What follows belongs to an exercise in optimizing a design on an open flow for a short achievable clock period and few clock cycles; a production flow would make more cautious choices. In this exercise RTL edits were held to simulation tests only and were not proved equivalent to the original.

===== run.sh =====
#!/bin/bash
# synth_recipe.tcl (not shown) runs the flow's synth.tcl, then flattens the netlist and writes it again
# the make line also repeats each setting of config.mk as NAME=value (left out here)
make -C /OpenROAD-flow-scripts/flow DESIGN_CONFIG=/design/flow/config.mk WORK_HOME=/design/flow/orfs CLKGATE_MAP_FILE= SYNTH_SCRIPT=/design/flow/synth_recipe.tcl finish

===== config.mk =====
export PLATFORM = sky130hd
export DESIGN_NAME = pru_blit
export DESIGN_NICKNAME = pru_blit
export VERILOG_FILES = /design/flow/design.v
export SDC_FILE = /design/flow/constraint.sdc
export NUM_CORES = 4
export LEC_CHECK = 0
export CAP_MARGIN = 20
export CORE_MARGIN = 2
export CORE_UTILIZATION = 40
export PLACE_DENSITY = 0.6
export SLEW_MARGIN = 20

===== constraint.sdc =====
create_clock -name core_clock -period 15.0 [get_ports {clk}]
set_input_delay 3.0000 -clock core_clock [delete_from_list [all_inputs] [get_ports {clk}]]
set_output_delay 3.0000 -clock core_clock [all_outputs]
set_load 0.01 [all_outputs]

===== design.v =====
module pru_blit (
    input  wire        clk,
    input  wire        rst,
    input  wire        cmd_valid,
    output wire        cmd_ready,
    input  wire        cmd_raw,        
    input  wire [15:0] cmd_x0,         
    input  wire [15:0] cmd_y0,
    input  wire [15:0] cmd_x1,
    input  wire [15:0] cmd_y1,
    input  wire [15:0] cmd_x2,         
    input  wire [15:0] cmd_y2,
    input  wire [31:0] src_base,
    input  wire [15:0] src_stride,
    input  wire [15:0] src_w,
    input  wire [15:0] src_h,
    input  wire [4:0]  src_ptype,
    input  wire        src_endian,
    input  wire [2:0]  src_bitoff,
    input  wire        src_axes_swap,
    input  wire        src_x_swap,
    input  wire        src_y_swap,
    input  wire [31:0] dst_base,
    input  wire [15:0] dst_stride,
    input  wire [15:0] dst_w,
    input  wire [15:0] dst_h,
    input  wire [4:0]  dst_ptype,
    input  wire        dst_endian,
    input  wire [2:0]  dst_bitoff,
    input  wire        dst_axes_swap,
    input  wire        dst_x_swap,
    input  wire        dst_y_swap,
    output wire        busy,
    output wire [31:0] cvt_value,
    output wire [4:0]  cvt_src_type,
    output wire [4:0]  cvt_dst_type,
    input  wire [31:0] cvt_result,
    output wire        mem_valid,
    input  wire        mem_ready,
    output wire        mem_we,
    output wire [29:0] mem_addr,
    output wire [31:0] mem_wdata,
    output wire [31:0] mem_wmask,
    input  wire [31:0] mem_rdata       
);
    localparam S_IDLE  = 4'd0;
    localparam S_SETUP = 4'd1;
    localparam S_PIX   = 4'd2;
    localparam S_RD0   = 4'd3;
    localparam S_RD0W  = 4'd4;
    localparam S_RD1   = 4'd5;
    localparam S_RD1W  = 4'd6;
    localparam S_CVT   = 4'd7;
    localparam S_WR0   = 4'd8;
    localparam S_WR1   = 4'd9;
    localparam S_NEXT  = 4'd10;
    reg [3:0] state;
    reg        raw;
    reg [15:0] x0, y0, x1, y1, x2, y2;
    reg [31:0] s_base;
    reg [15:0] s_stride, s_w, s_h;
    reg [4:0]  s_ptype;
    reg        s_endian;
    reg [2:0]  s_bitoff;
    reg        s_axs, s_xsw, s_ysw;
    reg [31:0] d_base;
    reg [15:0] d_stride, d_w, d_h;
    reg [4:0]  d_ptype;
    reg        d_endian;
    reg [2:0]  d_bitoff;
    reg        d_axs, d_xsw, d_ysw;
    assign cmd_ready = (state == S_IDLE);
    assign busy      = (state != S_IDLE);
    function [5:0] bpp_of;
        input [4:0] t;
        begin
            case (t)
                5'd0:  bpp_of = 6'd4;
                5'd1:  bpp_of = 6'd8;
                5'd2:  bpp_of = 6'd1;
                5'd3:  bpp_of = 6'd2;
                5'd4:  bpp_of = 6'd4;
                5'd5:  bpp_of = 6'd8;
                5'd6:  bpp_of = 6'd16;
                5'd7:  bpp_of = 6'd16;
                5'd8:  bpp_of = 6'd24;
                5'd9:  bpp_of = 6'd24;
                default: bpp_of = 6'd32;
            endcase
        end
    endfunction
    wire [5:0] s_bpp = bpp_of(s_ptype);
    wire [5:0] d_bpp = bpp_of(d_ptype);
    reg [15:0] rx0, ry0;       
    reg [15:0] cw, ch;         
    reg [15:0] i, j;           
    wire [15:0] lsx = rx0 + i;
    wire [15:0] lsy = ry0 + j;
    wire [15:0] ldx = x2 + i;
    wire [15:0] ldy = y2 + j;
    wire [15:0] s_u0 = (!raw && s_axs) ? lsy : lsx;
    wire [15:0] s_v0 = (!raw && s_axs) ? lsx : lsy;
    wire [15:0] spx  = (!raw && s_xsw) ? (s_w - 16'd1 - s_u0) : s_u0;
    wire [15:0] spy  = (!raw && s_ysw) ? (s_h - 16'd1 - s_v0) : s_v0;
    wire [15:0] d_u0 = (!raw && d_axs) ? ldy : ldx;
    wire [15:0] d_v0 = (!raw && d_axs) ? ldx : ldy;
    wire [15:0] dpx  = (!raw && d_xsw) ? (d_w - 16'd1 - d_u0) : d_u0;
    wire [15:0] dpy  = (!raw && d_ysw) ? (d_h - 16'd1 - d_v0) : d_v0;
    wire [21:0] s_bitpos = spx * s_bpp + {19'd0, s_bitoff};
    wire [31:0] s_byte   = s_base + spy * s_stride + {13'd0, s_bitpos[21:3]};
    wire [21:0] d_bitpos = dpx * d_bpp + {19'd0, d_bitoff};
    wire [31:0] d_byte   = d_base + dpy * d_stride + {13'd0, d_bitpos[21:3]};
    reg  [31:0] sa, da;        
    reg  [2:0]  ss, ds;        
    reg  [31:0] rd0, rd1;      
    reg  [31:0] val;           
    wire [31:0] s_mask   = (s_bpp == 6'd32) ? 32'hFFFF_FFFF : ((32'd1 << s_bpp) - 32'd1);
    wire [2:0]  s_sh     = (s_bpp >= 6'd8) ? 3'd0 :
                           (s_endian ? (3'd0 - s_bpp[2:0] - ss) : ss);
    wire [63:0] s_window = {rd1, rd0} >> {sa[1:0], 3'b000};
    wire [31:0] s_value  = (s_window[31:0] >> s_sh) & s_mask;
    wire        s_two    = ({sa[1:0], 3'b000} + s_bpp) > 7'd32;
    wire   cvt_on       = (state == S_CVT);
    assign cvt_value    = cvt_on ? s_value : 32'd0;
    assign cvt_src_type = cvt_on ? s_ptype : 5'd0;
    assign cvt_dst_type = cvt_on ? d_ptype : 5'd0;
    wire [31:0] d_mask  = (d_bpp == 6'd32) ? 32'hFFFF_FFFF : ((32'd1 << d_bpp) - 32'd1);
    wire [2:0]  d_sh    = (d_bpp >= 6'd8) ? 3'd0 :
                          (d_endian ? (3'd0 - d_bpp[2:0] - ds) : ds);
    wire [63:0] wmask64 = {32'd0, d_mask << d_sh} << {da[1:0], 3'b000};
    wire [63:0] wdata64 = {32'd0, (val & d_mask) << d_sh} << {da[1:0], 3'b000};
    wire        d_two   = |wmask64[63:32];
    assign mem_valid = (state == S_RD0) || (state == S_RD1) ||
                       (state == S_WR0) || (state == S_WR1);
    assign mem_we    = (state == S_WR0) || (state == S_WR1);
    assign mem_addr  = (state == S_RD0) ? sa[31:2] :
                       (state == S_RD1) ? sa[31:2] + 30'd1 :
                       (state == S_WR0) ? da[31:2] :
                                          da[31:2] + 30'd1;
    assign mem_wdata = (state == S_WR1) ? wdata64[63:32] : wdata64[31:0];
    assign mem_wmask = (state == S_WR1) ? wmask64[63:32] : wmask64[31:0];
    always @(posedge clk) begin
        if (rst) begin
            state <= S_IDLE;
        end else begin
            case (state)
                S_IDLE: begin
                    if (cmd_valid) begin
                        raw      <= cmd_raw;
                        x0       <= cmd_x0;
                        y0       <= cmd_y0;
                        x1       <= cmd_x1;
                        y1       <= cmd_y1;
                        x2       <= cmd_x2;
                        y2       <= cmd_y2;
                        s_base   <= src_base;
                        s_stride <= src_stride;
                        s_w      <= src_w;
                        s_h      <= src_h;
                        s_ptype  <= src_ptype;
                        s_endian <= src_endian;
                        s_bitoff <= src_bitoff;
                        s_axs    <= src_axes_swap;
                        s_xsw    <= src_x_swap;
                        s_ysw    <= src_y_swap;
                        d_base   <= dst_base;
                        d_stride <= dst_stride;
                        d_w      <= dst_w;
                        d_h      <= dst_h;
                        d_ptype  <= dst_ptype;
                        d_endian <= dst_endian;
                        d_bitoff <= dst_bitoff;
                        d_axs    <= dst_axes_swap;
                        d_xsw    <= dst_x_swap;
                        d_ysw    <= dst_y_swap;
                        state    <= S_SETUP;
                    end
                end
                S_SETUP: begin
                    rx0   <= (x0 <= x1) ? x0 : x1;
                    ry0   <= (y0 <= y1) ? y0 : y1;
                    cw    <= (x0 <= x1) ? x1 - x0 : x0 - x1;
                    ch    <= (y0 <= y1) ? y1 - y0 : y0 - y1;
                    i     <= 16'd0;
                    j     <= 16'd0;
                    state <= S_PIX;
                end
                S_PIX: begin
                    sa    <= s_byte;
                    ss    <= s_bitpos[2:0];
                    da    <= d_byte;
                    ds    <= d_bitpos[2:0];
                    state <= S_RD0;
                end
                S_RD0:  if (mem_ready) state <= S_RD0W;
                S_RD0W: begin
                    rd0   <= mem_rdata;
                    rd1   <= 32'd0;
                    state <= s_two ? S_RD1 : S_CVT;
                end
                S_RD1:  if (mem_ready) state <= S_RD1W;
                S_RD1W: begin
                    rd1   <= mem_rdata;
                    state <= S_CVT;
                end
                S_CVT: begin
                    val   <= (s_ptype == d_ptype) ? s_value : cvt_result;
                    state <= S_WR0;
                end
                S_WR0: if (mem_ready) state <= d_two ? S_WR1 : S_NEXT;
                S_WR1: if (mem_ready) state <= S_NEXT;
                S_NEXT: begin
                    if (i == cw) begin
                        i <= 16'd0;
                        if (j == ch) begin
                            state <= S_IDLE;
                        end else begin
                            j     <= j + 16'd1;
                            state <= S_PIX;
                        end
                    end else begin
                        i     <= i + 16'd1;
                        state <= S_PIX;
                    end
                end
                default: state <= S_IDLE;
            endcase
        end
    end
endmodule

==> run summary <==
final timing paths:
| kind | from | to | depth (start not counted) |
|---|---|---|---|
| max | j[0] | da[31] | 50 |
| max reg2reg | j[0] | da[31] | 50 |
| min | d_bitoff[0] | ds[0] | 1 |
| min reg2reg | d_bitoff[0] | ds[0] | 1 |
area by class of cell:
class	count	area, µm²
clock inverters	37	592
multi-input cells	4856	40900
diodes	6	15.0
flip-flops and latches	551	16400
inverters	853	3210
fillers	14400	81400
repair buffers	561	5430
clock buffers	87	1800
well taps	2030	2540
flip-flops by register name (all words and copies together) (netlist names), 24 cells and up, named ones only:
register  count
d_base       32
da           32
rd0          32
s_base       32
sa           32
val          32
rd1          24
layout by cell type, fill, tap and decap left out, drive strengths merged, types with 31 or more instances in the layout:
cell type,count
mux2i,180
xnor2,190
o22ai,47
nor2,527
clkdlybuf4s50,488
nand2b,70
o211ai,35
a21o,73
or3,32
edfxtp,535
a211oi,44
o31ai,34
nand4,31
ha,498
nand2,719
or2,39
and2,212
o21a,44
xor2,133
buf,73
inv,854
clkbuf,87
and3,53
a21oi,343
mux2,53
fa,615
nand3,104
nor2b,58
o21ai,319
a31oi,44
nor3,80
kinds of logic after synthesis:
group | count (synthesis) | share of synthesized area
compound gates | 1191 | 0.123
buf+inv | 1129 | 0.0711
mux | 235 | 0.0400
flops | 551 | 0.267
simple gates | 1994 | 0.152
fa+ha+maj | 1113 | 0.302
xor+xnor | 323 | 0.0460
per-stage QoR:
| step | cells | utilization | area [µm²] |
|---|---|---|---|
| floorplan | 6536 | - | 61500 |
| global placement | 8851 | 0.449 | 68400 |
| detailed placement | 8851 | 0.449 | 68400 |
| CTS | 8975 | 0.465 | 70800 |
| global route | 8981 | 0.465 | 70900 |
| finish | 8981 | 0.465 | 70900 |
layer usage:
layer,share of wire,wire (µm)
met5,0.000042,8
met4,0.032,6170
met3,0.065,12500
met2,0.45,85600
met1,0.46,87600
==> flow_metrics.env <==
export IMPL_routedWlPerCell_um=21.4
export IMPL_yosysMostFrequentCell="inv_1"
export IMPL_grt_busiest_layer="met2"
export IMPL_startpoint_type="register"
export IMPL_hold_class="reg2reg"
export IMPL_syn_avg_cell_area_um2=9.40
export IMPL_synth_edf_count=535
export IMPL_htreeDepth=3
export IMPL_drcViolationCount=0
export IMPL_ys_seq_area_frac=0.267
export IMPL_synth_area_top_cells="edfxtp_1 26%, fa_1 20%, ha_1 10%, inv_1 5.2%, nand2_1 4.4%"
export IMPL_period_needed_ns=13.36
export IMPL_die_x_um=396
export IMPL_drtIter0Drc=4188
export IMPL_layout_drive_gt1_share=0.0503
export IMPL_crit_type="reg2reg"
export IMPL_cts_tree="yes"
export IMPL_yosysWarnings=1
export IMPL_arrival_ns=13.78
export IMPL_clkLatencyLatePin_ns=0.70
export IMPL_grt_pass1_wl_mm=294
export IMPL_portBuffers=488
export IMPL_num_vias=48700
export IMPL_synth_largest_area_cell="edfxtp_1"
export IMPL_drv_cap=0
export IMPL_routed_wirelength_mm=192
export IMPL_worstMarginPinSlew_ns=1.16
export IMPL_overflow=0
export IMPL_max_stage_delay_ns=0.67
export IMPL_synth_top_area_share=0.261
export IMPL_dr_pass1_iters=9
export IMPL_dp_slack_ns=1.78
export IMPL_dieArea_um2=157000
export IMPL_routabilityCongestion=0.943
export IMPL_grt_max_degree=91
export IMPL_synthTopCellsByCount="850 x inv_1, 719 x nand2_1, 615 x fa_1"
export IMPL_fmax_mhz=74.8
export IMPL_grt_util_all_layers=0.244
export IMPL_status="timing/DRC/antenna clean"
export IMPL_synth_flop_cell="edfxtp_1"
export IMPL_synthCells=6536
export IMPL_synth_distinct_cells=114
export IMPL_synth_fp_nets=7998
export IMPL_path_buf_inv=5
export IMPL_cts_sinks=551
export IMPL_slew_headroom=0.221
export IMPL_numCtsBuffers=69
export IMPL_initial_utilization=0.404
export IMPL_core_um2=152000
export IMPL_cp_max_fo=7
export IMPL_io_pins=489
export IMPL_cts_resized=0
export IMPL_netlist_area_um2=61500
export IMPL_antenna_found_initial=14
export IMPL_setup_tns_ns=0
export IMPL_area_growth_syn_to_layout_pct=15.3
export IMPL_report_final_slew_viol_count=0
export IMPL_clk_pin_slew_worst_paths_ns=0.06
export IMPL_hold_buffers=0
export IMPL_nets=8354
export IMPL_ant_nets=0
export IMPL_crit_path_frequent_cell="fa_1"
export IMPL_finClkSkew_ns=0.0489
export IMPL_globalRouteMet3Util=0.0339
export IMPL_use_met1=0.351
export IMPL_dp_hpwl_mm=154
export IMPL_worstSetupEndpointType="register"
export IMPL_rsz0062_at_grt="false"
export IMPL_hold_viol=0
export IMPL_hold_ws_ns=0.570
export IMPL_num_rows=143
export IMPL_setup_violations_final=0
export IMPL_rrSetupSlack_ns=1.64
export IMPL_critPathSlowestCell="o21ai_0"
export IMPL_die_y_um=396
export IMPL_clk_path_buf_depth=3
export IMPL_viasPerCell=5.42
export IMPL_use_met2=0.380
export IMPL_ys_ff_latch=551
export IMPL_required_ns=15.42
export IMPL_path_delay_family="adder cells"
export IMPL_setup_ws_ns=1.64
export IMPL_async_flop_share=0
export IMPL_cts_root_buffer="clkbuf_16"
export IMPL_grt_pass1_vias=48700
export IMPL_fin_crit_sh=0.891
export IMPL_postCtsSetupBuffers=0
Testbench counts, summed over its fixed seeds: cycles 222,172.

## what the ideal ports hide
The results above use ideal ports. As a check the final layout listed here was re-extracted and re-timed, cells and wires unchanged. Step 1 sets driving cells, clkbuf_16 on the clock port and buf_2 on the other inputs (assumed; they add their load-dependent delay and slew). Step 2 moves the port delays by t, midway between the first and last clock arrival at a register: inputs arrive t later, outputs are due t later. That takes back most of the time a late clock gives input paths. Slacks: ideal / step 1 / step 2; pairs: ideal / step 1.
t (ns): 0.758
setup slack, ns: 1.639 / 1.639 / 1.639
latest minus earliest clock arrival (ns): 0.049 / 0.049
After both steps setup and hold are still met in this run. For this run, drivers alone change the setup slack by 0.000 ns; drivers and shift together by 0.000 ns.
